Background: an optimization exercise with open tools, aiming at small area, a short achievable clock period and few clock cycles. Do not read the settings as production practice.
Only the layout flow was run in this run; the RTL was not checked for function there.
Power figures rest on the tool's default switching activity, not on a simulated workload.

[flow/run.sh]
#!/bin/bash
# synth_recipe.tcl (not shown) runs the flow's synth.tcl, then flattens the netlist and writes it again
# the make line also repeats each setting of config.mk as NAME=value (left out here)
make -C /OpenROAD-flow-scripts/flow DESIGN_CONFIG=/design/flow/config.mk WORK_HOME=/design/flow/orfs CLKGATE_MAP_FILE= SYNTH_SCRIPT=/design/flow/synth_recipe.tcl finish
[flow/config.mk]
export PLATFORM = sky130hd
export DESIGN_NAME = fww_macro_cpu
export DESIGN_NICKNAME = fww_macro_cpu
export VERILOG_FILES = /design/flow/design.v
export SDC_FILE = /design/flow/constraint.sdc
export NUM_CORES = 4
export LEC_CHECK = 0
export CAP_MARGIN = 20
export CORE_MARGIN = 2
export CORE_UTILIZATION = 40
export SLEW_MARGIN = 20
[flow/constraint.sdc]
create_clock -name core_clock -period 8.0 [get_ports {clk}]
set_input_delay 1.6000 -clock core_clock [delete_from_list [all_inputs] [get_ports {clk}]]
set_output_delay 1.6000 -clock core_clock [all_outputs]
set_load 0.01 [all_outputs]
[flow/design.v]
module fww_macro_cpu (
    input  wire        clk,
    input  wire        rst,           
    input  wire        start,         
    input  wire [11:0] start_pc,
    input  wire        ext_allowed,   
    output wire        busy,
    output wire        done,
    output wire [2:0]  status_code,
    output wire [15:0] status_info,
    output wire [15:0] acc,
    output wire [15:0] pc,
    output wire [15:0] ir,
    output reg         mem_req,
    output reg         mem_we,
    output reg  [11:0] mem_addr,
    output reg  [15:0] mem_wdata,
    input  wire        mem_ack,
    input  wire [15:0] mem_rdata
);
    localparam [3:0] S_IDLE    = 4'd0,
                     S_FETCH   = 4'd1,
                     S_OPREAD  = 4'd2,
                     S_EXEC    = 4'd3,
                     S_WRITE   = 4'd4,
                     S_READ2   = 4'd5,
                     S_DIV     = 4'd6,
                     S_DIVFIN  = 4'd7,
                     S_DONE    = 4'd8;
    localparam [2:0] ST_RUNNING = 3'd0,
                     ST_HALTED  = 3'd1,
                     ST_DIVZERO = 3'd2,
                     ST_EXTDIS  = 3'd3,
                     ST_ADDROOR = 3'd4;
    localparam [3:0] OP_NOP = 4'd0,  OP_LOAD = 4'd1,  OP_STORE = 4'd2,
                     OP_ADD = 4'd3,  OP_SUB = 4'd4,   OP_MUL = 4'd5,
                     OP_DIV = 4'd6,  OP_JUMP = 4'd7,  OP_JZ = 4'd8,
                     OP_JN = 4'd9,   OP_JSUB = 4'd10, OP_RET = 4'd11,
                     OP_LOADI = 4'd12, OP_LOADID = 4'd13;
    reg [3:0]  state;
    reg [15:0] acc_r, pc_r, ir_r;
    reg [15:0] val_r;           
    reg [2:0]  st_code;
    reg [15:0] st_info;
    reg        ext_r;
    reg [4:0]  div_cnt;
    reg [15:0] div_q;           
    reg [16:0] div_rem;
    reg [15:0] div_d;           
    reg        div_neg;
    wire [3:0]  opcode  = ir_r[15:12];
    wire [11:0] operand = ir_r[11:0];
    wire [15:0] pc_inc  = pc_r + 16'd1;
    wire [15:0] prod    = acc_r * val_r;
    wire [15:0] acc_mag = acc_r[15] ? (~acc_r + 16'd1) : acc_r;
    wire [15:0] val_mag = val_r[15] ? (~val_r + 16'd1) : val_r;
    wire [16:0] rem_sh  = {div_rem[15:0], div_q[15]};
    wire [16:0] rem_sub = rem_sh - {1'b0, div_d};
    assign busy        = (state != S_IDLE) && (state != S_DONE);
    assign done        = (state == S_DONE);
    assign status_code = st_code;
    assign status_info = st_info;
    assign acc         = acc_r;
    assign pc          = pc_r;
    assign ir          = ir_r;
    always @(*) begin
        mem_req   = 1'b0;
        mem_we    = 1'b0;
        mem_addr  = 12'd0;
        mem_wdata = 16'd0;
        case (state)
            S_FETCH: begin
                mem_req  = (pc_r[15:12] == 4'd0);
                mem_addr = pc_r[11:0];
            end
            S_OPREAD: begin
                mem_req  = 1'b1;
                mem_addr = operand;
            end
            S_WRITE: begin
                mem_req   = 1'b1;
                mem_we    = 1'b1;
                mem_addr  = operand;
                mem_wdata = (opcode == OP_JSUB) ? pc_inc : acc_r;
            end
            S_READ2: begin
                mem_req  = 1'b1;
                mem_addr = val_r[11:0];
            end
            default: ;
        endcase
    end
    always @(posedge clk) begin
        if (rst) begin
            state   <= S_IDLE;
            acc_r   <= 16'd0;
            pc_r    <= 16'd0;
            ir_r    <= 16'd0;
            val_r   <= 16'd0;
            st_code <= ST_RUNNING;
            st_info <= 16'd0;
            ext_r   <= 1'b0;
            div_cnt <= 5'd0;
            div_q   <= 16'd0;
            div_rem <= 17'd0;
            div_d   <= 16'd0;
            div_neg <= 1'b0;
        end else begin
            case (state)
                S_IDLE, S_DONE: begin
                    if (start) begin
                        acc_r   <= 16'd0;
                        ir_r    <= 16'd0;
                        pc_r    <= {4'd0, start_pc};
                        ext_r   <= ext_allowed;
                        st_code <= ST_RUNNING;
                        st_info <= 16'd0;
                        state   <= S_FETCH;
                    end
                end
                S_FETCH: begin
                    if (pc_r[15:12] != 4'd0) begin
                        st_code <= ST_ADDROOR;
                        st_info <= pc_r;
                        state   <= S_DONE;
                    end else if (mem_ack) begin
                        ir_r <= mem_rdata;
                        if (mem_rdata == 16'd0) begin
                            st_code <= ST_HALTED;
                            st_info <= pc_r;
                            state   <= S_DONE;
                        end else begin
                            state <= S_OPREAD;
                        end
                    end
                end
                S_OPREAD: begin
                    if (mem_ack) begin
                        val_r <= mem_rdata;
                        state <= S_EXEC;
                    end
                end
                S_EXEC: begin
                    state <= S_FETCH;
                    case (opcode)
                        OP_LOAD: begin
                            acc_r <= val_r;
                            pc_r  <= pc_inc;
                        end
                        OP_STORE, OP_JSUB: begin
                            state <= S_WRITE;
                        end
                        OP_ADD: begin
                            acc_r <= acc_r + val_r;
                            pc_r  <= pc_inc;
                        end
                        OP_SUB: begin
                            acc_r <= acc_r - val_r;
                            pc_r  <= pc_inc;
                        end
                        OP_MUL: begin
                            acc_r <= prod;
                            pc_r  <= pc_inc;
                        end
                        OP_DIV: begin
                            if (val_r == 16'd0) begin
                                st_code <= ST_DIVZERO;
                                st_info <= {4'd0, operand};
                                state   <= S_DONE;
                            end else begin
                                div_q   <= acc_mag;
                                div_d   <= val_mag;
                                div_rem <= 17'd0;
                                div_neg <= acc_r[15] ^ val_r[15];
                                div_cnt <= 5'd16;
                                state   <= S_DIV;
                            end
                        end
                        OP_JUMP: pc_r <= {4'd0, operand};
                        OP_JZ:   pc_r <= (acc_r == 16'd0) ? {4'd0, operand} : pc_inc;
                        OP_JN:   pc_r <= acc_r[15] ? {4'd0, operand} : pc_inc;
                        OP_RET:  pc_r <= val_r;
                        OP_LOADI: begin
                            if (!ext_r) begin
                                st_code <= ST_EXTDIS;
                                st_info <= {12'd0, opcode};
                                state   <= S_DONE;
                            end else begin
                                acc_r <= {4'd0, operand};
                                pc_r  <= pc_inc;
                            end
                        end
                        OP_LOADID: begin
                            if (!ext_r) begin
                                st_code <= ST_EXTDIS;
                                st_info <= {12'd0, opcode};
                                state   <= S_DONE;
                            end else if (val_r[15:12] != 4'd0) begin
                                st_code <= ST_ADDROOR;
                                st_info <= val_r;
                                state   <= S_DONE;
                            end else begin
                                state <= S_READ2;
                            end
                        end
                        default: pc_r <= pc_inc;    
                    endcase
                end
                S_WRITE: begin
                    if (mem_ack) begin
                        if (opcode == OP_JSUB)
                            pc_r <= {4'd0, operand} + 16'd1;
                        else
                            pc_r <= pc_inc;
                        state <= S_FETCH;
                    end
                end
                S_READ2: begin
                    if (mem_ack) begin
                        acc_r <= mem_rdata;
                        pc_r  <= pc_inc;
                        state <= S_FETCH;
                    end
                end
                S_DIV: begin
                    if (rem_sub[16]) begin
                        div_rem <= rem_sh;
                        div_q   <= {div_q[14:0], 1'b0};
                    end else begin
                        div_rem <= rem_sub;
                        div_q   <= {div_q[14:0], 1'b1};
                    end
                    div_cnt <= div_cnt - 5'd1;
                    if (div_cnt == 5'd1)
                        state <= S_DIVFIN;
                end
                S_DIVFIN: begin
                    acc_r <= div_neg ? (~div_q + 16'd1) : div_q;
                    pc_r  <= pc_inc;
                    state <= S_FETCH;
                end
                default: state <= S_IDLE;
            endcase
        end
    end
endmodule
==> run notes <==
The ratio of cells with drive above 1 in the final layout was 0.0502; the weighted congestion at the end of routability-driven global placement was 1.00. The routed design has 59.4 mm of wire. Summed over all layers, the global routing overflow is 0.

The static power due to leakage is 0.00693 uW. For the initial cell density of the core, the log shows 0.406. After detailed routing, the number of remaining DRC violations is 0. The logs give 14,800 sq um for the area of the mapped netlist and 70 for the maximum number of pins on one net before global-route repair. The tools report the least setup slack across all paths after layout as 1.82 ns.

Leaving out fill and tap cells, the most frequent cells in the layout are nand2_1, nor2_1, inv_1. For the met2 global-route usage, the log shows 0.464. Prior to clock tree synthesis, the placed netlist has a worst setup slack of 1.87 ns.

STA puts the critical path data required time at 8.33 ns. Summed over all failing endpoints, the final setup total negative slack is 0 ns. TritonCTS built the clock tree. After routing the design area is 17,100 sq um. The share of flip-flops with an asynchronous set or reset works out to 0. Overall power consumption after layout is estimated at 3670 uW.

Type of origin of the critical path: a flip-flop. The longest clock path from root to sink contains 2 buffers. The final layout contains 2,201 nets.

The tools report the number of placement rows as 70. Setup repair after global routing left no endpoint under its margin. The width of the die was 197 microns; the post-CTS setup buffer count was 0. After synthesis, the cell types taking the most area are dfxtp_1, fa_1, ha_1. Count of input and output buffers: 131. The achievable clock frequency was 162 MHz. For this design the top-level I/O count stands at 132. Each instance of the synthesized netlist takes up on average 7.60 sq um. The total global-route track usage was 0.308. The number of nets produced by synthesis is 2,156. Dividing the detail-routed wire length by the instance count gives 24.0 microns. The clock reaches the later pin of the worst-skew pair after 0.44 ns. The largest total area in the synthesized netlist belongs to dfxtp_1. Once placement finished, the instance area stood at 16,500 sq um.

The highest fanout seen on the critical path was 17. Before antenna repair, the detailed router went through 7 iterations. For the H-tree level count, the log shows 4. In the routed layout, each cell is associated on average with a via count of 6.04. The clock period minus worst slack was 6.18 ns. The critical path class was reg2reg.

The repair_antennas step left the layout with diodes totalling 0. In this run, distinct cell masters in the synthesized netlist total 81. The number of enable flip-flop cells after synthesis was 0. The routing usage on met1 is 0.416, and the vertical die dimension is 197 microns.

After clock tree synthesis, the repair step resized 0 gates. The fraction of the yosys area taken by sequential cells is 0.192, and the post-synthesis to final-layout area growth is 15.4%. Full die area: 38,600 sq um. In the synthesized netlist the dominant register cell turns out to be dfxtp_1. For this design, the sink count on the clock tree is 142.

The synthesized instance count is 1,952. The tools report the number of pins with negative max-slew slack in the final report as 0. The area share of the largest cell type after synthesis was 0.192; the number of global-route vias before repair was 14,600. Counting flops and latches in the post-synthesis netlist gives 142. Post-route worst hold slack: 0.460 ns.

In this run the clock root is driven by a clkbuf_16. The met3 layer usage reported by global route came out at 0.0708. Final clock period utilization by the worst path: 0.773.

After floorplanning, the core was sized to cover 36,500 sq um. The number of buffers added by the clock tree synthesis step is 17, and the worst-margin pin slew is 1.13 ns. After the first detailed-routing iteration, the DRC count stood at 1,630. The busiest metal layer after global routing is met2. For the max-slew headroom at the worst pin, the log shows 0.243. IR analysis of the VDD net gives a maximum drop of 0.146 mV. The run gives 0.0117 ns as the clock skew after layout. The worst hold path belongs to the class reg2reg. STA puts the critical path data arrival time at 6.51 ns.

The global-route wire length before repair was 89.9 mm; the clock edge transition at the registers on the reported setup and hold paths was 0.07 ns. The flow ran to the end and the layout has no timing, DRC or antenna violations. The number of hold violations in the final report is 0, and the total vias in the final route is 15,000. The leading cell type in the layout, fill and taps excluded was nand2_1.

The final setup violation count came out at 0. Power spread over the standard cell area amounts to 214 nW/um^2. Across the run, the number of max-cap violations was 0.

The logs give 0 for the count of antenna-violating nets left after detailed routing and 1 for the total number of yosys warnings. The initial antenna violation count is 2, and the post-detailed-placement half-perimeter wirelength is 43.7 mm. For the count of hold-fix buffers inserted at cts, the log shows 0. STA classifies the critical path endpoint as a flip-flop.
==> worst paths after layout <==
kind / cells after the start / end / slack (ns) / start
worst max-delay path: 17 / acc_r[14] / 1.82 / acc_r[10]
worst min-delay path: 2 / st_code[0] / 0.46 / st_code[0]
worst min register to register: 2 / st_code[0] / 0.46 / st_code[0]
worst max register to register: 17 / acc_r[14] / 1.82 / acc_r[10]
==> where the power goes <==
part           leakage (uW)  internal, uW  switching, uW
clock network      0.000285           479            356
registers           0.00115           788            232
logic               0.00549           712           1100
==> registers in the layout, summed over array words and instances, names as in the netlist, 4 cells and up <==
name,flops
ir_r,16
pc_r,16
div_d,16
div_cnt,5
acc_r,16
val_r,16
div_q,16
state,4
div_rem,16
st_info,16
==> per-layer routing <==
metal,vias up,wire length [microns]
li1,6831,-
met1,7221,25000
met2,782,25600
met3,144,5900
met4,0,2910
met5,-,0
==> cells in the mapped netlist, drive strengths merged, types with 51 or more instances <==
master	number
nand2	225
o21ai	89
nor2	201
ha	89
fa	82
a21oi	103
dfxtp	142
and2	77
a211oi	51
clkbuf	133
xor2	64
inv	156
xnor2	69
==> final cells by class <==
type                       count  area [sq um]
multi-input combinational   1501         10800
tap                          468           586
timing repair buffer         179          1670
clock inverter                12           135
sequential                   142          2840
fill                        3636         19400
inverter                     156           586
clock buffer                  20           457
==> worst max-delay path, cell delays in order, from the launching register on <==
cell       delay [ns]
dfxtp_1          0.77
nand2_1          0.17
fa_1             0.55
fa_1             0.59
fa_1             0.45
fa_1             0.55
inv_1            0.06
fa_1             0.53
inv_1            0.06
fa_1             0.53
inv_1            0.05
ha_1             0.36
and3_1           0.18
a211o_1          0.32
o31ai_1          0.27
mux2i_1          0.22
nor4_1           0.06
a2111oi_0        0.35
==> through the flow <==
stage           util  cells
2_1_floorplan      -   1952
3_3_place_gp   0.452   2446
3_5_place_dp   0.452   2446
4_1_cts        0.469   2478
5_1_grt        0.469   2478
6_report       0.469   2478
==> kinds of logic after synthesis <==
kind of cell	Yosys count	synth area share
and+or+nand+nor	698	0.222
AOI/OAI and AO/OA	448	0.207
buffers and inverters	309	0.0801
adders and majority gates	171	0.186
DFF	142	0.192
xor gates and xnor gates	134	0.0801
muxes	50	0.0338

-- static timing again, ports no longer ideal --
The flow's constraints put no driver on any port. The routed layout listed below was extracted and timed again, unchanged, in two steps. Step 1 (the two cells are an assumption about what drives the block):
set clk [get_ports {clk}]
set_driving_cell -lib_cell sky130_fd_sc_hd__clkbuf_16 $clk
set_driving_cell -lib_cell sky130_fd_sc_hd__buf_2 [delete_from_list [all_inputs] $clk]
Step 2 times the ports against the registers' clock, not the clock port: input delays grow and output delays shrink by t, the midpoint of the rising clock arrivals with the driver on. Slacks: no drivers / after step 1 / after step 2; pairs: no drivers / after step 1.
shift t [ns]: 0.490
setup slack, ns: 1.816 / 1.816 / 1.816
worst register clock-pin slew, ns: 0.07 / 0.07
worst data-port slew with drivers (ns): 0.04
After both steps setup and hold are still met in this run. The setup slack of this run moves by 0.000 ns with the drivers and by 0.000 ns with both steps.
